What follows belongs to an exercise in optimizing a design on an open flow for small area, a short achievable clock period and few clock cycles per item; a production flow would make more cautious choices. The RTL was checked by simulation tests, not by an equivalence proof against the original design.

==> design.v <==
module bsc_fxu (
    input  wire        clk,
    input  wire        rst,         
    input  wire        cmd_valid,
    output wire        cmd_ready,
    input  wire [31:0] cmd,
    input  wire [31:0] arg0,
    input  wire [31:0] arg1,
    output reg         done,
    output reg  [3:0]  err,
    output reg  [31:0] res0,
    output reg  [31:0] res1,
    output reg  [31:0] res2
);
    localparam integer R_MUL  = 8;                   
    localparam integer DSTEPS = 33;                  
    localparam integer XW     = (DSTEPS > 33) ? DSTEPS : 33;
    localparam integer MW     = 34 + R_MUL;          
    localparam [2:0] E_NONE     = 3'd0;
    localparam [2:0] E_INVALID  = 3'd1;
    localparam [2:0] E_DIV0     = 3'd3;
    localparam [2:0] E_OVERFLOW = 3'd4;
    localparam [2:0] E_ILLEGAL  = 3'd5;
    function [32:0] add32;
        input [31:0] a;
        input [31:0] b;
        input        c;
        reg [31:0] p, g, G, P, Gn, Pn;
        integer i, d;
        begin
            p = a ^ b;
            g = a & b;
            G = g; G[0] = g[0] | (p[0] & c);
            P = p;
            for (d = 1; d < 32; d = d * 2) begin
                Gn = G; Pn = P;
                for (i = 0; i < 32; i = i + 1)
                    if ((i / d) % 2 == 1) begin
                        Gn[i] = G[i] | (P[i] & G[(i / d) * d - 1]);
                        Pn[i] = P[i] & P[(i / d) * d - 1];
                    end
                G = Gn; P = Pn;
            end
            add32 = {G[31], p ^ {G[30:0], c}};
        end
    endfunction
    function [33:0] add33;
        input [32:0] a;
        input [32:0] b;
        input        c;
        reg [32:0] p, g, G, P, Gn, Pn;
        integer i, d;
        begin
            p = a ^ b;
            g = a & b;
            G = g; G[0] = g[0] | (p[0] & c);
            P = p;
            for (d = 1; d < 33; d = d * 2) begin
                Gn = G; Pn = P;
                for (i = 0; i < 33; i = i + 1)
                    if ((i / d) % 2 == 1) begin
                        Gn[i] = G[i] | (P[i] & G[(i / d) * d - 1]);
                        Pn[i] = P[i] & P[(i / d) * d - 1];
                    end
                G = Gn; P = Pn;
            end
            add33 = {G[32], p ^ {G[31:0], c}};
        end
    endfunction
    function [41:0] add41;
        input [40:0] a;
        input [40:0] b;
        input        c;
        reg [40:0] p, g, G, P, Gn, Pn;
        integer i, d;
        begin
            p = a ^ b;
            g = a & b;
            G = g; G[0] = g[0] | (p[0] & c);
            P = p;
            for (d = 1; d < 41; d = d * 2) begin
                Gn = G; Pn = P;
                for (i = 0; i < 41; i = i + 1)
                    if ((i / d) % 2 == 1) begin
                        Gn[i] = G[i] | (P[i] & G[(i / d) * d - 1]);
                        Pn[i] = P[i] & P[(i / d) * d - 1];
                    end
                G = Gn; P = Pn;
            end
            add41 = {G[40], p ^ {G[39:0], c}};
        end
    endfunction
    function [MW:0] addm;
        input [MW-1:0] a;
        input [MW-1:0] b;
        input          c;
        reg [MW-1:0] p, g, G, P, Gn, Pn;
        integer i, d;
        begin
            p = a ^ b;
            g = a & b;
            G = g; G[0] = g[0] | (p[0] & c);
            P = p;
            for (d = 1; d < MW; d = d * 2) begin
                Gn = G; Pn = P;
                for (i = 0; i < MW; i = i + 1)
                    if ((i / d) % 2 == 1) begin
                        Gn[i] = G[i] | (P[i] & G[(i / d) * d - 1]);
                        Pn[i] = P[i] & P[(i / d) * d - 1];
                    end
                G = Gn; P = Pn;
            end
            addm = {G[MW-1], p ^ {G[MW-2:0], c}};
        end
    endfunction
    reg          busy;           
    reg          ph_exec;        
    reg          ph_mul;         
    reg          ph_div;         
    reg          ph_flt;         
    reg  [4:0]   cnt;            
    reg          o_tofix, o_toflt, o_fromi, o_add, o_sub, o_mul, o_div, o_int;
    reg          o_frac, o_step, o_center, o_origin, o_clamp, o_neigh, o_nop;
    reg          d_bad;          
    reg          s_abs, s_nei, s_sub;
    reg          xb;             
    reg  [2:0]   err_q;
    reg          k_mres;         
    reg          k_cen;          
    reg          k_dres;         
    reg          sgn;
    reg  [32:0]  R;              
    reg  [XW-1:0] X;             
    reg  [31:0]  Y;              
    assign cmd_ready = !busy;
    wire [31:0] a = X[31:0];
    wire [31:0] b = Y;
    wire [7:0] opc = cmd[7:0];
    wire       hz  = (cmd[31:8] == 24'd0);
    wire c_toflt = hz && (opc == 8'h11);
    wire c_div   = hz && (opc == 8'h16);
    wire c_step  = hz && (opc == 8'h20);
    wire c_dv    = c_div | c_step;
    wire        f_s = a[31];
    wire [7:0]  f_e = a[30:23];
    wire [22:0] f_m = a[22:0];
    wire        f_nan = (f_e == 8'hFF) && (f_m != 23'd0);
    wire        f_inf = (f_e == 8'hFF) && (f_m == 23'd0);
    wire [23:0] f_mant = (f_e == 8'd0) ? {1'b0, f_m} : {1'b1, f_m};
    wire signed [9:0] f_sh = (f_e == 8'd0) ? -10'sd133 : ($signed({2'b00, f_e}) - 10'sd134);
    reg  [31:0] tofix_mag;
    reg         tofix_lost;
    reg         tofix_big;
    reg  [9:0]  rsh;
    always @* begin
        tofix_mag  = 32'd0;
        tofix_lost = 1'b0;
        tofix_big  = 1'b0;
        rsh        = 10'd0;
        if (f_sh >= 10'sd8) begin
            tofix_big = 1'b1;
            tofix_mag = 32'h8000_0000;
        end else if (f_sh >= 10'sd0) begin
            tofix_mag = {8'd0, f_mant} << f_sh[2:0];
        end else begin
            rsh = -f_sh;
            if (rsh >= 10'd32) begin
                tofix_mag  = 32'd0;
                tofix_lost = (f_mant != 24'd0);
            end else begin
                tofix_mag  = {8'd0, f_mant} >> rsh[4:0];
                tofix_lost = ((f_mant & ~({24{1'b1}} << rsh[4:0])) != 24'd0);
            end
        end
    end
    wire        tofix_ovf = tofix_big && !(f_s && (f_sh == 10'sd8) && (f_mant == 24'h800000));
    wire [31:0] t_norm = a << Y[4:0];                  
    wire        t_rest = (t_norm[7:0] != 8'd0);
    wire [7:0]  t_exp  = 8'd142 - {3'd0, Y[4:0]};
    wire [DSTEPS-1:0] q = X[DSTEPS-1:0];
    wire        div_ovf = (q[DSTEPS-1:32] != 0) || (q[31] && (!sgn || (q[30:0] != 31'd0)));
    reg  [31:0] u_v;
    reg         u_inv;
    reg         u_cin;
    always @* begin
        if (ph_flt) begin
            u_v = {1'b0, t_exp, t_norm[30:8]}; u_inv = 1'b0; u_cin = sgn & t_rest;
        end else begin
            u_v = tofix_mag; u_inv = f_s; u_cin = f_s & !tofix_lost;
        end
    end
    wire [32:0] u_add = add32(u_v ^ {32{u_inv}}, 32'd0, u_cin);
    wire [31:0] u_out = u_add[31:0];
    wire [32:0] as_x = s_abs ? 33'd0 : (s_nei ? {{17{a[31]}}, a[31:16]} : {a[31], a});
    wire [32:0] as_y = s_abs ? {a[31], a} : {b[31], b};
    wire        as_s = s_sub;
    wire [33:0] as_add = add33(as_x, as_y ^ {33{as_s}}, as_s);
    wire [32:0] as_r   = as_add[32:0];
    wire        as_ovf = as_r[32] ^ as_r[31];
    wire [31:0] abs_a  = as_r[31:0];
    reg  [4:0]  t_lz;
    integer     i;
    always @* begin
        t_lz = 5'd0;
        for (i = 0; i < 32; i = i + 1)
            if (abs_a[i]) t_lz = 5'd31 - i[4:0];
    end
    wire b_size = !b[31] && (b[30:15] == 16'd0) && (b[14:0] != 15'd0);
    wire map_ok = !a[31] && (a[30:15] == 16'd0) && (a[14:0] != 15'h7FFF) &&
                  !b[31] && (b != 32'd0);
    wire fromi_ok = (a[31:15] == 17'd0) || (a[31:15] == 17'h1FFFF);
    wire [14:0] bm1     = b[14:0] - 15'd1;
    wire        a_ge_b  = !as_r[32];
    wire [31:0] clamp_r = a[31] ? 32'd0 : (a_ge_b ? {17'd0, bm1} : a);
    wire        ni_ge_n  = !as_r[32];
    wire        ni_ge_n1 = !as_r[32] || (&as_r);
    wire [14:0] ni_p1    = a[30:16] + 15'd1;
    wire [14:0] neigh_r0 = a[31] ? 15'd0 : (ni_ge_n  ? bm1 : a[30:16]);
    wire [14:0] neigh_r1 = a[31] ? 15'd0 : (ni_ge_n1 ? bm1 : ni_p1);
    wire [8:0]    m_xb = {X[7:0], xb};
    wire [3:0]    m_ng, m_one, m_two;
    wire [MW-1:0] m_y  = {{(MW-32){Y[31]}}, Y};
    wire [MW-1:0] m_pp [0:3];
    genvar gj;
    generate
        for (gj = 0; gj < 4; gj = gj + 1) begin : g_booth
            wire b2 = m_xb[2*gj+2];
            wire b1 = m_xb[2*gj+1];
            wire b0 = m_xb[2*gj];
            assign m_ng[gj]  = b2 & !(b1 & b0);
            assign m_one[gj] = b1 ^ b0;
            assign m_two[gj] = (b2 & !b1 & !b0) | (!b2 & b1 & b0);
            wire [MW-1:0] sel = m_one[gj] ? m_y : (m_two[gj] ? {m_y[MW-2:0], 1'b0} : {MW{1'b0}});
            assign m_pp[gj] = (sel ^ {MW{m_ng[gj]}}) << (2 * gj);
        end
    endgenerate
    wire [MW-1:0] m_r  = {{(MW-33){R[32]}}, R};
    wire [MW-1:0] m_k  = ((ph_exec && o_center) ? {{(MW-15){1'b1}}, 15'd0} : {MW{1'b0}}) |
                         {{(MW-7){1'b0}}, m_ng[3], 1'b0, m_ng[2], 1'b0, m_ng[1], 1'b0, m_ng[0]};
    wire [MW-1:0] m_p0 = m_pp[0];
    wire [MW-1:0] m_p1 = m_pp[1];
    wire [MW-1:0] m_p2 = m_pp[2];
    wire [MW-1:0] m_p3 = m_pp[3];
    wire [MW-1:0] m_s1 = m_r ^ m_p0 ^ m_p1;
    wire [MW-1:0] m_c1 = {(m_r & m_p0) | (m_r & m_p1) | (m_p0 & m_p1), 1'b0};
    wire [MW-1:0] m_s2 = m_p2 ^ m_p3 ^ m_k;
    wire [MW-1:0] m_c2 = {(m_p2 & m_p3) | (m_p2 & m_k) | (m_p3 & m_k), 1'b0};
    wire [MW-1:0] m_s3 = m_s1 ^ m_c1 ^ m_s2;
    wire [MW-1:0] m_c3 = {(m_s1 & m_c1) | (m_s1 & m_s2) | (m_c1 & m_s2), 1'b0};
    wire [MW-1:0] m_s4 = m_s3 ^ m_c3 ^ m_c2;
    wire [MW-1:0] m_c4 = {(m_s3 & m_c3) | (m_s3 & m_c2) | (m_c3 & m_c2), 1'b0};
    wire [MW:0]   m_add = addm(m_s4, m_c4, 1'b0);
    wire [MW-1:0] m_sum = m_add[MW-1:0];
    wire [31:0]  D     = b ^ {32{!b[31]}};   
    wire [32:0]  d_nb  = {1'b1, D};
    wire         d_nc  = !b[31];
    wire [32:0]  d_u1  = {R[31:0], X[32]};
    wire [33:0]  d_t1  = add33(d_u1, d_nb, d_nc);
    wire [31:0]  d_r1  = d_t1[33] ? d_t1[31:0] : d_u1[31:0];
    wire [32:0]  d_x1  = {X[31:0], d_t1[33]};
    wire [31:0]  d_r1m = ph_exec ? {17'd0, abs_a[31:17]} : d_r1;
    wire [32:0]  d_x1m = ph_exec ? {abs_a[16:0], 16'd0} : d_x1;
    wire [32:0]  d_u2  = {d_r1m, d_x1m[32]};
    wire [33:0]  d_t2  = add33(d_u2, d_nb, d_nc);
    wire [31:0]  d_rem = d_t2[33] ? d_t2[31:0] : d_u2[31:0];
    wire [32:0]  d_x   = {d_x1m[31:0], d_t2[33]};
    wire [41:0]  d_sk  = add41({1'b0, R[31:0], X[32:25]}, {9'h1FF, D}, d_nc);
    wire         d_skip = !d_sk[41] && (cnt >= 5'd3);
    wire d_go = (o_div || o_step) && !d_bad;
    always @(posedge clk) begin
        if (rst) begin
            busy    <= 1'b0;
            done    <= 1'b0;
            ph_exec <= 1'b0;
            ph_mul  <= 1'b0;
            ph_div  <= 1'b0;
            ph_flt  <= 1'b0;
        end else begin
            done    <= 1'b0;
            ph_exec <= 1'b0;
            if (!busy) begin
                if (cmd_valid) begin
                    busy    <= 1'b1;
                    ph_exec <= 1'b1;
                end
            end else if (ph_exec) begin
                if (o_mul || ((o_center || o_origin) && map_ok)) begin
                    ph_mul <= 1'b1;
                end else if (d_go) begin
                    ph_div <= 1'b1;
                end else if (o_toflt) begin
                    ph_flt <= 1'b1;
                end else begin
                    busy <= 1'b0;
                    done <= 1'b1;
                end
            end else if (ph_mul || ph_div) begin
                if (ph_div && d_skip ? (cnt == 5'd3) : (cnt == 5'd0)) begin
                    ph_mul <= 1'b0;
                    ph_div <= 1'b0;
                    busy   <= 1'b0;
                    done   <= 1'b1;
                end
            end else begin  
                ph_flt <= 1'b0;
                busy   <= 1'b0;
                done   <= 1'b1;
            end
        end
    end
    always @(posedge clk) begin
        if (!busy) begin
            if (cmd_valid) begin
                o_nop    <= hz && (opc == 8'h00);
                o_tofix  <= hz && (opc == 8'h10);
                o_toflt  <= c_toflt;
                o_fromi  <= hz && (opc == 8'h12);
                o_add    <= hz && (opc == 8'h13);
                o_sub    <= hz && (opc == 8'h14);
                o_mul    <= hz && (opc == 8'h15);
                o_div    <= c_div;
                o_int    <= hz && (opc == 8'h17);
                o_frac   <= hz && (opc == 8'h18);
                o_step   <= c_step;
                o_center <= hz && (opc == 8'h21);
                o_origin <= hz && (opc == 8'h22);
                o_clamp  <= hz && (opc == 8'h23);
                o_neigh  <= hz && (opc == 8'h24);
                s_abs    <= c_dv | c_toflt;
                s_nei    <= hz && (opc == 8'h24);
                s_sub    <= (c_dv | c_toflt) ? arg0[31] :
                            (hz && ((opc == 8'h14) || (opc == 8'h23) || (opc == 8'h24)));
                d_bad    <= c_div ? (arg1 == 32'd0) :
                            (arg0[31] || (arg0[30:15] != 16'd0) || (arg0[14:0] == 15'd0) ||
                             arg1[31] || (arg1[30:15] != 16'd0) || (arg1[14:0] == 15'd0));
                sgn      <= arg0[31] ^ (arg1[31] & c_dv);
                Y        <= arg1;
                R        <= (hz && (opc == 8'h21)) ? {2'b00, arg1[31:1]} : 33'd0;
                X        <= {{(XW-32){1'b0}}, arg0};
                k_mres   <= 1'b0;
                k_dres   <= 1'b0;
                xb       <= 1'b0;
            end
        end else if (ph_exec) begin
            err_q <= E_NONE;
            k_cen <= o_center;
            if (o_mul || ((o_center || o_origin) && map_ok)) begin
                cnt    <= o_mul ? (32 / R_MUL - 2) : (16 / R_MUL - 2);
                xb     <= X[R_MUL-1];
                R      <= m_sum[MW-1:R_MUL];
                X      <= {{(XW-32){1'b0}}, m_sum[R_MUL-1:0], X[31:R_MUL]};
            end else if (d_go) begin
                cnt <= 5'd15;
                R   <= {1'b0, d_rem};
                X   <= d_x;
            end else if (o_toflt) begin
                X <= {{(XW-32){1'b0}}, abs_a};
                Y <= {27'd0, t_lz};
            end else begin
                X <= {XW{1'b0}};
                Y <= 32'd0;
                if (o_tofix) begin
                    if (f_nan)                   err_q <= E_INVALID;
                    else if (f_inf || tofix_ovf) err_q <= E_OVERFLOW;
                    else                         X[31:0] <= u_out;
                end else if (o_fromi) begin
                    if (fromi_ok) X[31:0] <= {a[15:0], 16'd0};
                    else          err_q   <= E_OVERFLOW;
                end else if (o_add || o_sub) begin
                    if (!as_ovf) X[31:0] <= as_r[31:0];
                    else         err_q   <= E_OVERFLOW;
                end else if (o_int) begin
                    X[31:0] <= {{16{a[31]}}, a[31:16]};
                end else if (o_frac) begin
                    X[31:0] <= {16'd0, a[15:0]};
                end else if (o_clamp) begin
                    if (b_size) X[31:0] <= clamp_r;
                    else        err_q   <= E_INVALID;
                end else if (o_neigh) begin
                    if (b_size) begin
                        X[31:0] <= {17'd0, neigh_r0};
                        Y       <= {1'b0, neigh_r1, a[15:0]};
                    end else begin
                        err_q <= E_INVALID;
                    end
                end else if (o_center || o_origin || o_step) begin
                    err_q <= E_INVALID;
                end else if (o_div) begin
                    err_q <= E_DIV0;
                end else if (!o_nop) begin
                    err_q <= E_ILLEGAL;
                end
            end
        end else if (ph_mul) begin
            cnt    <= cnt - 5'd1;
            xb     <= X[R_MUL-1];
            R      <= m_sum[MW-1:R_MUL];
            X      <= {{(XW-32){1'b0}}, m_sum[R_MUL-1:0], X[31:R_MUL]};
            k_mres <= (cnt == 5'd0);
        end else if (ph_div) begin
            k_dres <= d_skip ? (cnt == 5'd3) : (cnt == 5'd0);
            s_sub  <= sgn;       
            if (d_skip) begin
                cnt <= cnt - 5'd4;
                R   <= {1'b0, R[23:0], X[32:25]};
                X   <= {X[24:0], 8'd0};
            end else begin
                cnt <= cnt - 5'd1;
                R   <= {1'b0, d_rem};
                X   <= d_x;
            end
        end else if (ph_flt) begin
            X <= {{(XW-32){1'b0}}, (a == 32'd0) ? 32'd0 : {sgn, u_out[30:0]}};
            Y <= 32'd0;
        end
    end
    wire mul_ovf = k_cen ? (!R[32] && ((R[31:15] != 17'd0) || ((&R[14:0]) && X[31])))
                         : !((R[32:15] == 18'd0) || (&R[32:15]));
    always @* begin
        if (k_mres) begin
            err  = mul_ovf ? {1'b0, E_OVERFLOW} : 4'd0;
            res0 = mul_ovf ? 32'd0 : {R[15:0], X[31:16]};
            res1 = 32'd0;
            res2 = 32'd0;
        end else if (k_dres) begin
            err  = div_ovf ? {1'b0, E_OVERFLOW} : 4'd0;
            res0 = div_ovf ? 32'd0 : as_r[31:0];
            res1 = 32'd0;
            res2 = 32'd0;
        end else begin
            err  = {1'b0, err_q};
            res0 = X[31:0];
            res1 = {17'd0, Y[30:16]};
            res2 = {16'd0, Y[15:0]};
        end
    end
endmodule
==> run.sh <==
#!/bin/bash
# synth_recipe.tcl (not shown) runs the flow's synth.tcl, then flattens the netlist and writes it again
# the make line also repeats each setting of config.mk as NAME=value (left out here)
make -C /OpenROAD-flow-scripts/flow DESIGN_CONFIG=/design/flow/config.mk WORK_HOME=/design/flow/orfs CLKGATE_MAP_FILE= SYNTH_SCRIPT=/design/flow/synth_recipe.tcl finish
==> config.mk <==
export PLATFORM = sky130hd
export DESIGN_NAME = bsc_fxu
export DESIGN_NICKNAME = bsc_fxu
export VERILOG_FILES = /design/flow/design.v
export SDC_FILE = /design/flow/constraint.sdc
export NUM_CORES = 4
export LEC_CHECK = 0
export ABC_AREA = 1
export CAP_MARGIN = 20
export CORE_MARGIN = 2
export CORE_UTILIZATION = 50
export SETUP_SLACK_MARGIN = 5
export SLEW_MARGIN = 20
==> constraint.sdc <==
create_clock -name core_clock -period 13.0 [get_ports {clk}]
set_input_delay 2.6000 -clock core_clock [delete_from_list [all_inputs] [get_ports {clk}]]
set_output_delay 2.6000 -clock core_clock [all_outputs]
set_load 0.01 [all_outputs]
==> results of run 1 <==
## cells by family after synthesis
kind of cell	Yosys count	share of synthesized area [%]
XOR/XNOR	284	7.58
multiplexers	29	0.888
AO/OA/AOI/OAI	1171	20.5
flip-flops	135	12.2
adder cells (fa/ha/maj)	343	16.4
buffers and inverters	1086	13.2
other	1	0.0114
AND/OR/NAND/NOR	2228	29.2
## registers in the layout, indices dropped and copies added, names as in the netlist, 3 cells and up
register  count
R            33
X            33
Y            32
cnt           5
err_q         3
## what timing repair did
action | in CTS | in global routing
resized for setup | 44 | 88
buffers inserted | 13 | 50
gates cloned | 5 | 8
setup endpoints to repair | 49 | 47
pin swaps | 0 | 15
endpoints found under the hold margin | 0 | 0
## cell usage after synthesis (all sizes together), types with 40 or more instances
library cell and instances:
xor2 230, nor4 54, nor2 390, a31oi 40
nand4 57, o22ai 49, inv 718, nand2 1279
fa 147, nor3 56, ha 196, clkbuf 254
edfxtp 129, o21ai 608, xnor2 54, a21oi 252
nand3 337, o221ai 44, o211ai 44, buf 96
## layout make-up
| class | count | area share (%) |
|---|---|---|
| inverters | 736 | 7.66 |
| flip-flops and latches | 135 | 10.8 |
| repair inverters | 5 | 0.0882 |
| clock inverters | 15 | 0.400 |
| well taps | 855 | 2.90 |
| clock buffers | 17 | 1.15 |
| multi-input cells | 4089 | 67.8 |
| repair buffers | 348 | 9.04 |
| diodes | 10 | 0.0679 |
## metrics by stage
stage                     utilization, %  area [um2]  hold slack [ns]  setup WS [ns]  std cells
after detailed placement            54.2       35000            0.537           3.98       6092
after global placement              54.2       35000            0.538           4.16       6092
after CTS                           55.6       36000            0.554           5.01       6142
after floorplan                        -       33000            0.451           5.64       5310
after global routing                57.0       36900            0.567           4.90       6201
final                               57.0       36900            0.555           5.19       6210
## layer usage
metal  vias up  global-route usage, %
met4        10                   49.8
met1     18500                   59.9
met3      1162                   19.0
met5         -                  0.783
met2      3534                   74.8
li1      17500                      -
## layout by cell type, fill, tap and decap left out, types with 156 or more instances in the layout
cell             Yosys  layout
nor2_1             367     358
ha_1               196     193
buf_4               38     156
clkdlybuf4s50_1      0     161
inv_1              696     685
nand3_1            324     322
nand2_1           1264    1255
xor2_1             230     224
a21oi_1            249     243
o21ai_0            553     544
## worst max path at each step
stage | startpoint | to | slack (ns) | cells after the start
2_1_floorplan | Y[31]$_SDFFCE_PP0P_ | R[13]$_DFFE_PP_ | 5.64 | 56
3_3_place_gp | Y[0]$_DFFE_PP_ | R[20]$_DFFE_PP_ | 4.16 | 55
3_5_place_dp | Y[0]$_DFFE_PP_ | R[8]$_DFFE_PP_ | 3.98 | 55
4_1_cts | Y[0]$_DFFE_PP_ | R[23]$_DFFE_PP_ | 5.01 | 58
5_1_grt | X[1]$_DFFE_PP_ | R[25]$_DFFE_PP_ | 4.90 | 41
6_report | s_abs$_DFFE_PP_ | res0[16] | 5.19 | 24
==> out/metrics.yaml, run 1 <==
syn_area_mm2: 0.0328
min_delay_path_depth: 0
worstMarginPinSlew_ns: 1.27
status: "finished clean"
fmax_mhz: 128
wl_per_cell_um: 29.5
cp_slowest_stage_delay_ns: 0.61
grt_pass1_wl_mm: 255
min_to: "k_cen$_DFFE_PP_"
clk_latency_ns: 0.48
postCtsHoldBufs: 0
arrival_ns: 5.21
yosysSeqAreaShare_pct: 12.2
drv_slew: 0
synth_edf_count: 129
cts_buffers: 17
cts_tree: "yes"
num_rows: 93
port_buffers: 166
start_kind: "flop"
relSlewSlack_pct: 14.9
synthTopCellsByArea: "nand2_1 (14%), edfxtp_1 (12%), fa_1 (9.0%)"
die_w_um: 260
wl_met3_mm: 27.0
hold_viol: 0
cp_top_family: "buffers and inverters"
syn_area_per_cell_um2: 6.22
dr.pass1.iters: 9
dr.first_iter.drc_count: 6896
regArea_mm2: 0.00400
grt_max_degree: 84
crit_path_top_delay_cell: "clkdlybuf4s50_1"
period_needed_ns: 7.81
multi_input_area_mm2: 0.0250
reg2regPathDepth: 37
reg2reg_slack_ns: 5.20
clockBufferDepth: 2
cts_root_buf: "clkbuf_16"
viasPerCell: 6.55
gp_congestion: 1.13
clock_skew_ns: 0.0231
drive_above_1_share_pct: 7.99
antenna_left: 0
htree_levels: 4
grt.overflow.total: 0
yosys.area.top_type: "nand2_1"
synth_top_area_share_pct: 14.4
crit_top_cell: "nand2_1"
ys.flop_type: "edfxtp_1"
synth_seq_cells: 135
wirelength_mm: 183
worstHoldStart: "o_center$_DFFE_PP_"
die_area_mm2: 0.0677
finalCritPeriodShare_pct: 60.1
cp.required_ns: 10.40
rsz0062_at_grt: "yes"
synth_cell_types: 68
min-delay-path-class: "reg2reg"
antenna_found_initial: 11
path_max_fanout: 83
max-cap-violations: 0
path_class: "reg2out"
core_mm2: 0.0647
vias: 40700
drc: 0
ys_warn_count: 1
top_layer: "met5"
fillers: 6673
floorplan.initialDensity_pct: 50.8
path_clk_slew_ns: 0.07
wl_met2_mm: 72.2
path_cells: "clkbuf_16, nand2_1, nand2_1, inv_1, nand2_1, o21a_1, fa_1, nand3_1, nand3_1, nand2_1, o211ai_1, nand2_1, nand2_1, a21boi_2, nor2_1, nor2_1, nor2_1, inv_1, nand2_2, fa_2, buf_4, inv_1, o221ai_2, clkdlybuf4s50_1"
cts_sinks: 135
nNetsFinal: 5774
syn_to_final_growth_pct: 12.3
m1WireLength_mm: 61.2
ys_async_sr_fraction_pct: 0
grt_usage_pct: 52.3
synthCells: 5277
setup_viol: 0
timing.rr.end: "R[25]$_DFFE_PP_"
grt_pass1_vias: 36600
r2r-start: "X[7]$_DFFE_PP_"
cp_num_buf_inv: 6
dp_hpwl_mm: 133
endpoint_kind: "output port"
finalSetupTns_ns: 0
pin_count: 201
die_h_um: 260
Testbench counts, summed over its fixed seeds: cycles 35,538, items 9,600.
==> run 2, diff against run 1 <==
--- a/config.mk
+++ b/config.mk
@@ -7,3 +7,2 @@
 export LEC_CHECK = 0
-export ABC_AREA = 1
 export CAP_MARGIN = 20
==> run 2 against run 1 <==
- final cell count shrank 15%
- global-route usage fell by 1.7 points
- non-clock buffer count is 24 higher
- utilization shrank 0.86 points
- maximum frequency is 2.1% lower
- via count is 6.2% lower
- synthesized cell count is 17% lower
- routed wire length decreased by 3.6%
- die area increased by 0.22%
==> out/metrics.yaml, run 2 <==
postCtsHoldBufs: 0
clock_skew_ns: 0.0221
drive_above_1_share_pct: 8.88
synthCells: 4373
die_h_um: 261
grt_pass1_wl_mm: 248
gp_congestion: 1.11
reg2regPathDepth: 28
ys_top_cells_by_count: "nor2_1 (397), nand2_1 (336), a21oi_1 (312), inv_1 (302), clkbuf_1 (282)"
path_clk_slew_ns: 0.08
fmax_mhz: 125
relSlewSlack_pct: 15.6
synth_edf_count: 129
clk_latency_ns: 0.52
status: "finished clean"
synthTopCellsByArea: "edfxtp_1 (12%), fa_1 (8.9%), ha_1 (7.5%)"
grt_max_degree: 67
final_cells: 5276
grt_usage_pct: 50.6
finalCritPeriodShare_pct: 61.3
syn_area_per_cell_um2: 7.53
cts_root_buf: "clkbuf_16"
cts_buffers: 17
ys.flop_type: "edfxtp_1"
wirelength_mm: 177
synth_top_area_share_pct: 11.8
hold_ws_ns: 0.665
reg2reg_slack_ns: 5.21
yosys.area.top_type: "edfxtp_1"
min_delay_path_depth: 1
worstMarginPinSlew_ns: 1.26
yosysSeqAreaShare_pct: 12.1
htree_levels: 4
path_cells: "buf_4, nor4_1, nand3_1, nor4_1, buf_4, nand4_1, inv_1, nand2_1, a21oi_1, nand3_2, o21ai_0, clkdlybuf4s50_1"
dp_hpwl_mm: 126
grt.overflow.total: 0
r2r-start: "X[23]$_DFFE_PP_"
max-cap-violations: 0
hold_viol: 0
vias: 38200
syn_to_final_growth_pct: 11.8
num_rows: 94
syn_area_mm2: 0.0329
path_max_fanout: 27
setup_viol: 0
synth_seq_cells: 135
path_class: "reg2out"
crit_path_end: "res0[17]"
endpoint_kind: "output port"
pin_count: 201
die_area_mm2: 0.0679
ys_warn_count: 1
startpoint: "X[15]$_DFFE_PP_"
dr.pass1.iters: 9
start_kind: "flop"
cp.required_ns: 10.40
crit_path_top_delay_cell: "edfxtp_1"
clockBufferDepth: 2
arrival_ns: 5.38
cts_tree: "yes"
grt_pass1_vias: 34800
floorplan.initialDensity_pct: 50.2
final_common_cell: "nor2_1"
wl_per_cell_um: 33.5
synth_cell_types: 112
min-delay-path-class: "reg2reg"
viasPerCell: 7.23
antenna_left: 0
die_w_um: 261
period_needed_ns: 7.98
cts_sinks: 135
antenna_found_initial: 14
finalSetupTns_ns: 0
drv_slew: 0
cp_slowest_stage_delay_ns: 0.68
rsz0062_at_grt: "no"
post-synth-top-count-cell: "nor2_1"
port_buffers: 166
drc: 0
nNetsFinal: 4831
core_mm2: 0.0655
final_cell_mix: "nor2_1 (389), nand2_1 (332), a21oi_1 (305), inv_1 (301), o21ai_0 (241)"
place_inst: 5199
dr.first_iter.drc_count: 6771
timing.rr.end: "X[17]$_DFFE_PP_"
ys_async_sr_fraction_pct: 0
top_regs: "R: 33 flops, X: 33 flops, Y: 32 flops"
-- run 2: cell types whose count changed in the layout (fill, tap and decap cells not counted), moves of 44 or more --
cell,before,now
a211oi_1,12,69
a21o_1,4,66
a21oi_1,243,305
a22oi_1,7,113
and2_1,6,53
inv_1,685,301
mux2i_1,28,187
nand2_1,1255,332
nand2b_1,0,44
nand3_1,322,89
o21ai_0,544,241
xnor2_1,50,201
xor2_1,224,150
-- run 2: worst min path at each step --
stage                  startpoint                   to  slack [ns]
2_1_floorplan  o_center$_DFFE_PP_      k_cen$_DFFE_PP_        0.44
3_3_place_gp   o_center$_DFFE_PP_      k_cen$_DFFE_PP_        0.62
3_5_place_dp   o_center$_DFFE_PP_      k_cen$_DFFE_PP_        0.62
4_1_cts        o_center$_DFFE_PP_      k_cen$_DFFE_PP_        0.63
5_1_grt           busy$_SDFF_PP0_  Y[31]$_SDFFCE_PP0P_        0.71
6_report         cnt[0]$_DFFE_PP_     cnt[0]$_DFFE_PP_        0.66
-- run 2: final cells by class --
class,count,area [um2]
sequential,135,4000
antenna,10,25.0
tap,864,1080
timing repair buffer,372,3370
multi-input combinational,3552,26600
fill,6348,28700
inverter,311,1170
clock buffer,18,429
clock inverter,14,146
-- run 2: per-stage QoR --
| stage | instance area [um2] | worst slack [ns] | util, % |
|---|---|---|---|
| finish | 36800 | 5.02 | 56.1 |
| global route | 36800 | 4.92 | 56.1 |
| CTS | 36400 | 5.00 | 55.5 |
| detailed placement | 35400 | 3.48 | 54.1 |
| global placement | 35400 | 3.61 | 54.1 |
| floorplan | 33000 | 5.03 | - |
-- run 2: logic make-up (layout without fill, tap and decap cells) --
group / Yosys count / count (layout) / synth area share [%]
AOI/OAI and AO/OA: 1294 / 1295 / 26.4
and+or+nand+nor: 1285 / 1285 / 18.7
buffers and inverters: 720 / 715 / 8.83
xor gates and xnor gates: 362 / 362 / 9.68
adders and majority gates: 343 / 343 / 16.4
muxes: 233 / 233 / 7.87
DFF: 135 / 135 / 12.1
other: 1 / 44 / 0.0114
-- run 2: per-layer routing --
metal / vias up / track usage (%) / part of all wire, % / wire [um]
met5: - / 0 / 0.058 / 103
met4: 16 / 32.3 / 8.4 / 14800
met3: 968 / 21.1 / 16 / 28600
met2: 3427 / 69.1 / 38 / 67900
met1: 17900 / 65.1 / 37 / 65300
li1: 15800 / - / - / -
-- run 2: what timing repair did --
item / in CTS / in global routing
gates cloned: 1 / 0
buffers inserted: 12 / 22
gates resized for setup: 42 / 42
pin swaps: 6 / 9
hold endpoints to repair: 0 / 0
setup endpoints to repair: 47 / 54
-- run 2: critical path: cells and delay by family, from the launching register on --
family          cells  cell delay (ns)
buf+inv             4             1.38
flops               1             0.68
simple gates        6             1.87
compound gates      2             0.91
==> run 3, diff against run 2 <==
--- a/design.v
+++ b/design.v
@@ -23,25 +23,2 @@
     localparam [2:0] E_ILLEGAL  = 3'd5;
-    function [32:0] add32;
-        input [31:0] a;
-        input [31:0] b;
-        input        c;
-        reg [31:0] p, g, G, P, Gn, Pn;
-        integer i, d;
-        begin
-            p = a ^ b;
-            g = a & b;
-            G = g; G[0] = g[0] | (p[0] & c);
-            P = p;
-            for (d = 1; d < 32; d = d * 2) begin
-                Gn = G; Pn = P;
-                for (i = 0; i < 32; i = i + 1)
-                    if ((i / d) % 2 == 1) begin
-                        Gn[i] = G[i] | (P[i] & G[(i / d) * d - 1]);
-                        Pn[i] = P[i] & P[(i / d) * d - 1];
-                    end
-                G = Gn; P = Pn;
-            end
-            add32 = {G[31], p ^ {G[30:0], c}};
-        end
-    endfunction
     function [33:0] add33;
@@ -119,3 +96,2 @@
     reg          ph_div;         
-    reg          ph_flt;         
     reg  [4:0]   cnt;            
@@ -124,3 +100,3 @@
     reg          d_bad;          
-    reg          s_abs, s_nei, s_sub;
+    reg          s_abs, s_nei, s_sub, s_cin, s_flt;
     reg          xb;             
@@ -130,2 +106,4 @@
     reg          k_dres;         
+    reg          k_ares;         
+    reg          k_flt;          
     reg          sgn;
@@ -176,4 +154,3 @@
     wire        tofix_ovf = tofix_big && !(f_s && (f_sh == 10'sd8) && (f_mant == 24'h800000));
-    wire [31:0] t_norm = a << Y[4:0];                  
-    wire        t_rest = (t_norm[7:0] != 8'd0);
+    wire        t_rest = (X[7:0] != 8'd0);
     wire [7:0]  t_exp  = 8'd142 - {3'd0, Y[4:0]};
@@ -181,18 +158,9 @@
     wire        div_ovf = (q[DSTEPS-1:32] != 0) || (q[31] && (!sgn || (q[30:0] != 31'd0)));
-    reg  [31:0] u_v;
-    reg         u_inv;
-    reg         u_cin;
-    always @* begin
-        if (ph_flt) begin
-            u_v = {1'b0, t_exp, t_norm[30:8]}; u_inv = 1'b0; u_cin = sgn & t_rest;
-        end else begin
-            u_v = tofix_mag; u_inv = f_s; u_cin = f_s & !tofix_lost;
-        end
-    end
-    wire [32:0] u_add = add32(u_v ^ {32{u_inv}}, 32'd0, u_cin);
-    wire [31:0] u_out = u_add[31:0];
-    wire [32:0] as_x = s_abs ? 33'd0 : (s_nei ? {{17{a[31]}}, a[31:16]} : {a[31], a});
-    wire [32:0] as_y = s_abs ? {a[31], a} : {b[31], b};
+    wire [32:0] as_x = s_abs ? 33'd0 :
+                       s_flt ? {2'b00, t_exp, X[30:8]} :
+                       s_nei ? {{17{a[31]}}, a[31:16]} : {a[31], a};
+    wire [32:0] as_y = s_abs ? {a[31], a} : s_flt ? 33'd0 : {b[31], b};
     wire        as_s = s_sub;
-    wire [33:0] as_add = add33(as_x, as_y ^ {33{as_s}}, as_s);
+    wire        as_c = s_flt ? (sgn & t_rest) : s_cin;
+    wire [33:0] as_add = add33(as_x, as_y ^ {33{as_s}}, as_c);
     wire [32:0] as_r   = as_add[32:0];
@@ -276,3 +244,2 @@
             ph_div  <= 1'b0;
-            ph_flt  <= 1'b0;
         end else begin
@@ -290,4 +257,2 @@
                     ph_div <= 1'b1;
-                end else if (o_toflt) begin
-                    ph_flt <= 1'b1;
                 end else begin
@@ -303,6 +268,2 @@
                 end
-            end else begin  
-                ph_flt <= 1'b0;
-                busy   <= 1'b0;
-                done   <= 1'b1;
             end
@@ -332,2 +293,5 @@
                             (hz && ((opc == 8'h14) || (opc == 8'h23) || (opc == 8'h24)));
+                s_cin    <= (c_dv | c_toflt) ? arg0[31] :
+                            (hz && ((opc == 8'h14) || (opc == 8'h23) || (opc == 8'h24)));
+                s_flt    <= 1'b0;
                 d_bad    <= c_div ? (arg1 == 32'd0) :
@@ -341,2 +305,4 @@
                 k_dres   <= 1'b0;
+                k_ares   <= 1'b0;
+                k_flt    <= 1'b0;
                 xb       <= 1'b0;
@@ -356,4 +322,9 @@
             end else if (o_toflt) begin
-                X <= {{(XW-32){1'b0}}, abs_a};
-                Y <= {27'd0, t_lz};
+                X      <= {{(XW-32){1'b0}}, abs_a << t_lz};
+                Y      <= {27'd0, t_lz};
+                s_abs  <= 1'b0;
+                s_flt  <= 1'b1;
+                s_sub  <= 1'b0;
+                k_ares <= 1'b1;
+                k_flt  <= 1'b1;
             end else begin
@@ -364,3 +335,9 @@
                     else if (f_inf || tofix_ovf) err_q <= E_OVERFLOW;
-                    else                         X[31:0] <= u_out;
+                    else begin
+                        X[31:0] <= tofix_mag;
+                        s_abs   <= 1'b1;
+                        s_sub   <= f_s;
+                        s_cin   <= f_s & !tofix_lost;
+                        k_ares  <= 1'b1;
+                    end
                 end else if (o_fromi) begin
@@ -402,2 +379,3 @@
             s_sub  <= sgn;       
+            s_cin  <= sgn;
             if (d_skip) begin
@@ -411,5 +389,2 @@
             end
-        end else if (ph_flt) begin
-            X <= {{(XW-32){1'b0}}, (a == 32'd0) ? 32'd0 : {sgn, u_out[30:0]}};
-            Y <= 32'd0;
         end
@@ -423,2 +398,7 @@
             res1 = 32'd0;
+            res2 = 32'd0;
+        end else if (k_ares) begin
+            err  = 4'd0;
+            res0 = !k_flt ? as_r[31:0] : (a == 32'd0) ? 32'd0 : {sgn, as_r[30:0]};
+            res1 = 32'd0;
             res2 = 32'd0;
--- a/config.mk
+++ b/config.mk
@@ -7,2 +7,3 @@
 export LEC_CHECK = 0
+export ABC_AREA = 1
 export CAP_MARGIN = 20
==> run 3 against run 2 <==
- largest cell class unchanged
- synthesized area is 5.4% lower
- die area is 5.4% lower
- still clean on timing, DRC and antenna
- final cell count is 8.6% higher
- critical path type unchanged
- first-iteration DRC count is 1.2% higher
- sequential share of layout area is 0.70 points higher
==> out/metrics.yaml, run 3 <==
period_needed_ns: 8.02
top_regs: "R: 33 flops, X: 33 flops, Y: 32 flops"
wl_per_cell_um: 31.9
final_cell_mix: "nand2_1 (973), inv_1 (592), o21ai_0 (416), nand3_1 (332), nor2_1 (319)"
cts_sinks: 137
rsz0062_at_grt: "yes"
cts_tree: "yes"
grt.overflow.total: 0
gp_congestion: 1.11
cp.required_ns: 10.40
nNetsFinal: 5303
synthTopCellsByArea: "edfxtp_1 (13%), nand2_1 (12%), fa_1 (9.5%)"
die_h_um: 253
path_clk_slew_ns: 0.07
status: "finished clean"
syn_area_mm2: 0.0311
fmax_mhz: 125
num_rows: 91
r2r-start: "X[13]$_DFFE_PP_"
finalCritPeriodShare_pct: 61.7
ys_warn_count: 1
endpoint_kind: "output port"
grt_usage_pct: 55.3
hold_viol: 0
pin_count: 201
final_area_mm2: 0.0351
cp_top_family: "buffers and inverters"
worst_slack_ns: 4.98
timing.rr.end: "R[26]$_DFFE_PP_"
worstHoldStart: "o_center$_DFFE_PP_"
ys.flop_type: "edfxtp_1"
cp_slowest_stage_delay_ns: 0.45
finalSetupTns_ns: 0
min_delay_path_depth: 0
synth_cell_types: 78
hold_ws_ns: 0.497
path_max_fanout: 12
post-synth-top-count-cell: "nand2_1"
syn_to_final_growth_pct: 12.9
max-cap-violations: 0
min_to: "k_cen$_DFFE_PP_"
ys_async_sr_fraction_pct: 0
dpl_cell_area_mm2: 0.0333
ys_top_cells_by_count: "nand2_1 (983), inv_1 (607), o21ai_0 (424), nand3_1 (333), nor2_1 (330)"
drive_above_1_share_pct: 8.46
min-delay-path-class: "reg2reg"
grt_pass1_vias: 35400
cts_buffers: 17
drc: 0
wirelength_mm: 183
path_class: "reg2out"
reg2regPathDepth: 51
cp_num_buf_inv: 7
synth_seq_cells: 137
yosys.area.top_type: "edfxtp_1"
synthCells: 4806
arrival_ns: 5.42
core_mm2: 0.0616
viasPerCell: 6.81
worstMarginPinSlew_ns: 1.38
antenna_found_initial: 14
vias: 39000
dr.pass1.iters: 11
htree_levels: 4
die_area_mm2: 0.0642
place_ws_ns: 3.19
die_w_um: 253
antenna_left: 0
setup_viol: 0
syn_area_per_cell_um2: 6.47
grt_pass1_wl_mm: 252
reg2reg_slack_ns: 5.20
clock_skew_ns: 0.0183
cts_root_buf: "clkbuf_16"
floorplan.initialDensity_pct: 50.5
relSlewSlack_pct: 6.71
port_buffers: 166
final_common_cell: "nand2_1"
dr.first_iter.drc_count: 6855
synth_edf_count: 132
clockBufferDepth: 2
crit_path_top_delay_cell: "edfxtp_1"
clk_latency_ns: 0.51
synth_top_area_share_pct: 12.7
grt_max_degree: 65
start_kind: "flop"
finish.utilization_pct: 57.0
fillers: 6132
dp_hpwl_mm: 134
drv_slew: 0
yosysSeqAreaShare_pct: 13.1
run 3: metrics by stage:
stage	instances
after global placement	5613
final	5731
after detailed placement	5613
after global routing	5717
after floorplan	4839
after CTS	5672
run 3: cell families after synthesis:
| family | after synthesis | synth area share, % |
|---|---|---|
| DFF | 137 | 13.1 |
| and+or+nand+nor | 1889 | 26.2 |
| other | 1 | 0.0121 |
| AOI/OAI and AO/OA | 1152 | 22.2 |
| adders and majority gates | 337 | 17.1 |
| buffers and inverters | 980 | 12.6 |
| xor gates and xnor gates | 298 | 8.47 |
| muxes | 12 | 0.390 |
run 3: metal layers:
metal	up-vias	GRT usage [%]	part of all wire, %	routed length [um]
li1	16300	-	-	-
met1	17900	61.8	33	59600
met2	3619	79.6	40	73600
met3	1203	21.4	15	26700
met4	10	53.7	12	22600
met5	-	0	0.042	77
run 3: layout make-up:
class                   count  area, um2  share of cell area, %
well taps                 837       1050                   2.98
clock buffers              20        447                   1.27
diodes                     14       35.0                 0.0997
flip-flops and latches    137       4070                   11.6
repair buffers            326       3010                   8.56
inverters                 660       2560                   7.30
clock inverters            12        165                  0.470
multi-input cells        3725      23800                   67.7
run 3: how the worst max path moves through the flow:
| stage | start | endpoint | cells past startpoint |
|---|---|---|---|
| floorplan | Y[31]$_SDFFCE_PP0P_ | R[17]$_DFFE_PP_ | 57 |
| global placement | s_abs$_DFFE_PP_ | R[29]$_DFFE_PP_ | 49 |
| detailed placement | s_abs$_DFFE_PP_ | R[29]$_DFFE_PP_ | 49 |
| CTS | X[1]$_DFFE_PP_ | R[30]$_DFFE_PP_ | 38 |
| global route | Y[31]$_SDFFCE_PP0P_ | R[6]$_DFFE_PP_ | 55 |
| finish | X[16]$_DFFE_PP_ | res0[31] | 27 |
run 3: timing repair:
item / CTS / global route
gates resized for setup: 45 / 99
pin swaps: 3 / 25
setup endpoints to repair: 56 / 48
hold buffers: 0 / 0
setup buffers: 24 / 43
gates cloned: 3 / 1
run 3: worst register-to-register path, delay by kind of cell, from the launching register on:
kind | cells | cell delay (ns)
compound gates | 10 | 1.74
flops | 1 | 0.64
simple gates | 30 | 2.61
fa+ha+maj | 2 | 0.65
xor+xnor | 1 | 0.25
buf+inv | 8 | 1.78
Testbench counts of run 3, summed over its fixed seeds: cycles 34,934, items 9,600.
==> run 4, diff against run 3 <==
--- a/config.mk
+++ b/config.mk
@@ -10,3 +10,3 @@
 export CORE_MARGIN = 2
-export CORE_UTILIZATION = 50
+export CORE_UTILIZATION = 70
 export SETUP_SLACK_MARGIN = 5
==> run 4 against run 3 <==
- the flow now stops in 5_1_grt
- synthesized area unchanged
- synthesized cell count unchanged
==> out/metrics.yaml, run 4 <==
floorplan.initialDensity_pct: 70.7
syn_area_per_cell_um2: 6.47
gp_congestion: 1.28
clockBufferDepth: 2
die_w_um: 215
yosys.area.top_type: "edfxtp_1"
grt_pass1_wl_mm: 251
synth_top_area_share_pct: 12.7
synth_seq_cells: 137
htree_levels: 4
synth_cell_types: 78
ys_top_cells_by_count: "nand2_1 (983), inv_1 (607), o21ai_0 (424), nand3_1 (333), nor2_1 (330)"
cts_root_buf: "clkbuf_16"
dp_hpwl_mm: 116
synth_edf_count: 132
grt_max_degree: 65
synthCells: 4806
pin_count: 201
grt_pass1_vias: 39000
num_rows: 77
cts_buffers: 17
ys_warn_count: 1
ys.flop_type: "edfxtp_1"
port_buffers: 166
ys_async_sr_fraction_pct: 0
status: "aborted with a tool error"
grt_usage_pct: 72.4
tool.error: "[ERROR GRT-0116] Global routing finished with congestion. Check the congestion regions in the DRC Viewer."
die_h_um: 215
place_ws_ns: 2.54
synthTopCellsByArea: "edfxtp_1 (13%), nand2_1 (12%), fa_1 (9.5%)"
post-synth-top-count-cell: "nand2_1"
yosysSeqAreaShare_pct: 13.1
syn_area_mm2: 0.0311
lastStage: "5_1_grt"
grt.overflow.total: 16
cts_sinks: 137
run 4: how the worst min path moves through the flow:
stage                         from                  end  slack, ns
2_1_floorplan   o_center$_DFFE_PP_      k_cen$_DFFE_PP_       0.45
3_3_place_gp      cnt[0]$_DFFE_PP_     cnt[0]$_DFFE_PP_       0.63
3_5_place_dp   ph_div$_SDFFE_PP0P_  ph_div$_SDFFE_PP0P_       0.64
4_1_cts        ph_div$_SDFFE_PP0P_  ph_div$_SDFFE_PP0P_       0.65
run 4: through the flow:
stage	utilization (%)	instances	hold slack [ns]	cell area (um2)
after floorplan	-	4839	0.451	31200
after global placement	74.7	5359	0.634	32900
after detailed placement	74.7	5359	0.643	32900
after CTS	76.9	5417	0.652	33900
run 4: logic make-up after synthesis:
kind of cell               count (synthesis)  share of synthesized area [%]
DFF                                      137                           13.1
muxes                                     12                          0.390
xor gates and xnor gates                 298                           8.47
AOI/OAI and AO/OA                       1152                           22.2
and+or+nand+nor                         1889                           26.2
buffers and inverters                    980                           12.6
other                                      1                         0.0121
adders and majority gates                337                           17.1
run 4: layer usage:
metal / GRT overflow / GRT usage, %
met2: 5 / 90.6
met5: 0 / 21.7
met4: 11 / 70.1
met3: 0 / 52.0
met1: 0 / 75.4
run 4: what timing repair did:
item,in CTS
endpoints found under the hold margin,0
hold buffers,0
gates cloned,3
gates resized for setup,37
setup endpoints to repair,95
pin swaps,3
setup buffers,23
==> run 5, diff against run 4 <==
--- a/config.mk
+++ b/config.mk
@@ -10,3 +10,3 @@
 export CORE_MARGIN = 2
-export CORE_UTILIZATION = 70
+export CORE_UTILIZATION = 45
 export SETUP_SLACK_MARGIN = 5
==> run 5 against run 4 <==
- synthesized area stayed put
- synthesized cell count stayed put
- the run now finishes clean
==> out/metrics.yaml, run 5 <==
gp_congestion: 1.12
cp.required_ns: 10.40
pin_count: 201
syn_area_per_cell_um2: 6.47
cts_root_buf: "clkbuf_16"
wl_per_cell_um: 31.9
cts_buffers: 17
num_rows: 96
path_max_fanout: 13
clockBufferDepth: 2
finalCritPeriodShare_pct: 62.6
start_kind: "flop"
drive_above_1_share_pct: 9.17
finish.utilization_pct: 51.8
min_to: "ph_div$_SDFFE_PP0P_"
wirelength_mm: 185
synth_edf_count: 132
hold_ws_ns: 0.536
clock_skew_ns: 0.0164
vias: 38100
path_class: "reg2out"
status: "finished clean"
synth_top_family_by_area: "simple AND/OR/NAND/NOR gates"
path_clk_slew_ns: 0.07
core_mm2: 0.0685
nNetsFinal: 5332
synth_xor_area_share_pct: 8.47
r2r-start: "Y[31]$_SDFFCE_PP0P_"
ys_warn_count: 1
synth_top_area_share_pct: 12.7
port_buffers: 166
grt_pass1_wl_mm: 256
synthCells: 4806
place_inst: 5669
synthTopCellsByArea: "edfxtp_1 (13%), nand2_1 (12%), fa_1 (9.5%)"
die_w_um: 267
die_area_mm2: 0.0713
grt_pass1_vias: 35100
grt_usage_pct: 50.4
finalSetupTns_ns: 0
drc: 0
grt.overflow.total: 0
relSlewSlack_pct: 17.8
syn_to_final_growth_pct: 13.9
final_cells: 5810
setup_viol: 0
syn_area_mm2: 0.0311
fmax_mhz: 123
min-delay-path-class: "reg2reg"
die_h_um: 267
reg2reg_slack_ns: 5.28
viasPerCell: 6.56
post-synth-top-count-cell: "nand2_1"
cts_sinks: 137
yosys.area.top_type: "edfxtp_1"
antenna_found_initial: 9
dr.first_iter.drc_count: 6228
yosys.area_share.simple_pct: 26.2
synth_compound_area_share_pct: 22.2
rsz0062_at_grt: "yes"
postCtsHoldBufs: 0
synth_seq_cells: 137
timing.rr.end: "R[6]$_DFFE_PP_"
reg2regPathDepth: 49
clk_latency_ns: 0.50
top_regs: "R: 33 flops, X: 33 flops, Y: 32 flops"
endpoint_kind: "output port"
synth_cell_types: 78
grt_max_degree: 65
hold_viol: 0
drv_slew: 0
final_cell_mix: "nand2_1 (966), inv_1 (587), o21ai_0 (416), nand3_1 (331), nor2_1 (319)"
floorplan.initialDensity_pct: 45.4
arrival_ns: 5.54
ys.flop_type: "edfxtp_1"
dp_hpwl_mm: 139
yosysSeqAreaShare_pct: 13.1
synth_mux_area_share_pct: 0.390
htree_levels: 4
dr.pass1.iters: 12
ys_async_sr_fraction_pct: 0
period_needed_ns: 8.14
min_delay_path_depth: 2
antenna_left: 0
final_common_cell: "nand2_1"
cts_tree: "yes"
worstMarginPinSlew_ns: 1.22
synthAdderAreaFrac_pct: 17.1
max-cap-violations: 0
ys_top_cells_by_count: "nand2_1 (983), inv_1 (607), o21ai_0 (424), nand3_1 (333), nor2_1 (330)"
worstHoldStart: "ph_div$_SDFFE_PP0P_"
## run 5: cell counts after synthesis
No cell type changed its count.
## run 5: cells by family (layout without fill, tap and decap cells)
| family | count (synthesis) | after routing |
|---|---|---|
| other cells | 1 | 53 |
| buf+inv | 980 | 1050 |
| compound gates | 1152 | 1152 |
| xor+xnor | 298 | 298 |
| flops | 137 | 137 |
| simple gates | 1889 | 1889 |
| mux | 12 | 12 |
| fa+ha+maj | 337 | 337 |
## run 5: cell type report
cell class	instances	area, um2
Antenna cell	19	47.5
Clock buffer	17	425
Clock inverter	15	188
Fill cell	7089	33000
Inverter	660	2580
Multi-Input combinational cell	3722	23700
Sequential cell	137	4070
Tap cell	882	1100
Timing Repair Buffer	357	3300
Timing Repair inverter	1	7.51
## run 5: worst max path at each step
| stage | from | to | slack [ns] | depth (start not counted) |
|---|---|---|---|---|
| 4_1_cts | X[3]$_DFFE_PP_ | res0[31] | 4.97 | 26 |
| 3_3_place_gp | s_abs$_DFFE_PP_ | R[4]$_DFFE_PP_ | 4.04 | 53 |
| 6_report | X[16]$_DFFE_PP_ | res0[4] | 4.86 | 12 |
| 5_1_grt | X[2]$_DFFE_PP_ | res0[31] | 4.88 | 27 |
| 3_5_place_dp | s_abs$_DFFE_PP_ | R[4]$_DFFE_PP_ | 3.92 | 53 |
| 2_1_floorplan | Y[31]$_SDFFCE_PP0P_ | R[17]$_DFFE_PP_ | 5.34 | 57 |
## run 5: repair_timing
action,4_1_cts,5_1_grt
gates resized for setup,51,107
pin swaps,3,25
setup endpoints to repair,56,51
cloned,4,3
buffers inserted,29,54
## run 5: critical path, stage by stage, from the launching register on
cell             delay (ns)
edfxtp_1               0.35
buf_4                  0.25
clkinv_1               0.10
buf_4                  0.27
ha_1                   0.27
nand2_1                0.09
nor4_1                 0.83
nand4_1                0.48
nand2_1                0.26
clkinv_1               0.50
a22oi_1                0.75
o221ai_1               0.29
clkdlybuf4s50_1        0.57
## run 5: stage by stage
stage | worst slack, ns | instance area [um2]
after floorplan | 5.34 | 31200
after global placement | 4.04 | 33400
after detailed placement | 3.92 | 33400
after CTS | 4.97 | 34500
after global routing | 4.88 | 35400
final | 4.86 | 35400
## run 5: routing by layer
metal,global-route usage [%],wire length (um),vias up
met5,0,13,-
met4,46.0,20700,2
met3,16.4,23800,953
met2,73.7,76400,3105
met1,58.5,64500,17700
li1,-,-,16400
==> run 6, diff against run 5 <==
--- a/config.mk
+++ b/config.mk
@@ -7,6 +7,5 @@
 export LEC_CHECK = 0
-export ABC_AREA = 1
 export CAP_MARGIN = 20
 export CORE_MARGIN = 2
-export CORE_UTILIZATION = 45
+export CORE_UTILIZATION = 50
 export SETUP_SLACK_MARGIN = 5
==> run 6 against run 5 <==
- sequential share of layout area decreased by 0.14 points
- die area decreased by 8.2%
- sequential cell count unchanged
- clock skew increased by 0.0022 ns
- utilization increased by 5.3 points
- routed wire length decreased by 11%
- final area increased by 1.3%
- non-clock buffer count increased by 15
==> out/metrics.yaml, run 6 <==
finalCritPeriodShare_pct: 61.3
dpl_cell_area_mm2: 0.0342
grt_pass1_vias: 32900
cts_tree: "yes"
synth_cell_types: 103
max-cap-violations: 0
clockBufferDepth: 2
pin_count: 201
gp_congestion: 1.10
cts_sinks: 137
path_class: "reg2out"
htree_levels: 4
yosys.area.top_type: "edfxtp_1"
final_area_mm2: 0.0359
path_max_fanout: 6
grt_usage_pct: 48.5
clk_latency_ns: 0.47
start_kind: "flop"
finish.utilization_pct: 57.1
antenna_found_initial: 10
grt_pass1_wl_mm: 233
grt_max_degree: 70
drc: 0
cts_buffers: 17
wirelength_mm: 165
worstMarginPinSlew_ns: 1.33
cp.required_ns: 10.40
final_cells: 5109
wl_per_cell_um: 32.3
setup_viol: 0
ys_async_sr_fraction_pct: 0
period_needed_ns: 7.97
arrival_ns: 5.37
syn_area_per_cell_um2: 7.59
dp_hpwl_mm: 122
clock_skew_ns: 0.0186
final_common_cell: "nor2_1"
hold_ws_ns: 0.553
fmax_mhz: 125
top_layer: "met5"
final_cell_mix: "nor2_1 (401), inv_1 (309), a21oi_1 (290), nand2_1 (284), mux2i_1 (282)"
dr.first_iter.drc_count: 5739
wl_met2_mm: 62.9
drive_above_1_share_pct: 9.43
place_inst: 4995
rsz0062_at_grt: "yes"
die_area_mm2: 0.0654
synth_edf_count: 132
cts_root_buf: "clkbuf_16"
hold_viol: 0
top_regs: "R: 33 flops, X: 33 flops, Y: 32 flops"
synthCells: 4178
synth_seq_cells: 137
grt.overflow.total: 0
syn_to_final_growth_pct: 13.2
num_rows: 92
status: "finished clean"
path_clk_slew_ns: 0.07
vias: 36200
endpoint_kind: "output port"
die_w_um: 256
m1WireLength_mm: 61.6
wl_met3_mm: 28.8
ys_top_cells_by_count: "nor2_1 (411), inv_1 (315), a21oi_1 (296), nand2_1 (287), mux2i_1 (283)"
viasPerCell: 7.08
drv_slew: 0
synthTopCellsByArea: "edfxtp_1 (13%), fa_1 (9.3%), mux2i_1 (8.9%)"
yosysSeqAreaShare_pct: 12.8
relSlewSlack_pct: 10.6
syn_area_mm2: 0.0317
post-synth-top-count-cell: "nor2_1"
dr.pass1.iters: 9
antenna_left: 0
finalSetupTns_ns: 0
core_mm2: 0.0629
nNetsFinal: 4676
synth_top_area_share_pct: 12.5
floorplan.initialDensity_pct: 50.4
ys.flop_type: "edfxtp_1"
die_h_um: 256
ys_warn_count: 1
port_buffers: 166
min-delay-path-class: "reg2reg"
run 6: changes by cell type after synthesis, moves of 107 or more:
cell     delta
inv_1     -292
mux2i_1   +272
nand3_1   -241
xor2_1    -107
o21ai_0   -192
xnor2_1   +141
nand2_1   -696
run 6: worst paths after layout:
path | startpoint | end | slack (ns) | cells after the start
min reg2reg | ph_div$_SDFFE_PP0P_ | ph_div$_SDFFE_PP0P_ | 0.55 | 2
max | X[0]$_DFFE_PP_ | res0[31] | 5.03 | 22
max reg2reg | X[0]$_DFFE_PP_ | X[9]$_DFFE_PP_ | 5.06 | 24
min | ph_div$_SDFFE_PP0P_ | ph_div$_SDFFE_PP0P_ | 0.55 | 2
run 6: layer usage:
layer	GRT usage, %	vias up
li1	-	15100
met1	63.4	17200
met2	64.6	3158
met3	22.6	727
met4	27.6	13
met5	1.54	-
run 6: layout make-up:
cell class	count	area, um2
clock buffer	18	429
inverter	323	1220
antenna	10	25.0
multi-input combinational	3389	25600
sequential	137	4070
timing repair buffer	372	3360
fill	6054	27000
tap	846	1060
clock inverter	14	138
run 6: kinds of logic (layout without fill, tap and decap cells):
| family | Yosys count | count (layout) | synth area share (%) |
|---|---|---|---|
| mux | 307 | 307 | 9.82 |
| xor+xnor | 330 | 330 | 9.12 |
| flops | 137 | 137 | 12.8 |
| simple gates | 1218 | 1219 | 18.3 |
| fa+ha+maj | 337 | 337 | 16.8 |
| compound gates | 1162 | 1162 | 24.5 |
| other cells | 1 | 44 | 0.0118 |
| buf+inv | 686 | 727 | 8.63 |
run 6: worst max-delay path, stage by stage, from the launching register on:
cell and delay, ns:
edfxtp_1 0.43, buf_12 0.17, nor3_4 0.19, nand2_2 0.08, nor4_4 0.30, o22ai_2 0.12, fa_2 0.35, fa_2 0.38
a211oi_4 0.36, o211ai_4 0.18, a2111o_1 0.46, a21oi_4 0.27, buf_6 0.14, nor4_4 0.04, o211ai_1 0.17, buf_4 0.16
and4_4 0.24, nor3_4 0.06, buf_6 0.14, o22ai_4 0.17, a21oi_2 0.07, o21ai_2 0.24, buf_2 0.19
run 6: repair_timing:
| item | 4_1_cts | 5_1_grt |
|---|---|---|
| pin swaps | 25 | 27 |
| hold buffers | 0 | 0 |
| gates cloned | 2 | 0 |
| setup endpoints to repair | 59 | 54 |
| resized for setup | 64 | 58 |
| buffers inserted | 28 | 40 |
run 6: through the flow:
stage          setup slack, ns
3_5_place_dp              3.46
2_1_floorplan             5.03
6_report                  5.03
5_1_grt                   4.97
4_1_cts                   5.00
3_3_place_gp              3.54

[separate check: timing with driven ports]
Ports are ideal in the flow. The routed layouts listed here were re-timed in OpenROAD. Step 1 (the two cells are an assumption about what drives the block):
set clk [get_ports {clk}]
set_driving_cell -lib_cell sky130_fd_sc_hd__clkbuf_16 $clk
set_driving_cell -lib_cell sky130_fd_sc_hd__buf_2 [delete_from_list [all_inputs] $clk]
Step 2, shift: input delay + t, output delay - t, t = (earliest + latest rising clock arrival at the registers) / 2. This alone moves slack from input paths to output paths. Slacks: no drivers / after step 1 / after step 2; pairs: no drivers / after step 1.
run | t, ns | setup WS [ns] | clock arrival spread, ns | cell pins on the clock port's net
run 1 | 0.534 | 5.189 / 5.127 / 5.204 | 0.023 / 0.023 | 1
run 2 | 0.566 | 5.025 / 4.965 / 5.210 | 0.022 / 0.022 | 1
run 3 | 0.573 | 4.984 / 4.914 / 5.205 | 0.018 / 0.019 | 1
run 5 | 0.556 | 4.865 / 4.806 / 5.277 | 0.016 / 0.016 | 1
run 6 | 0.528 | 5.025 / 4.957 / 5.059 | 0.020 / 0.019 | 1
After both steps setup and hold are still met in every run listed.
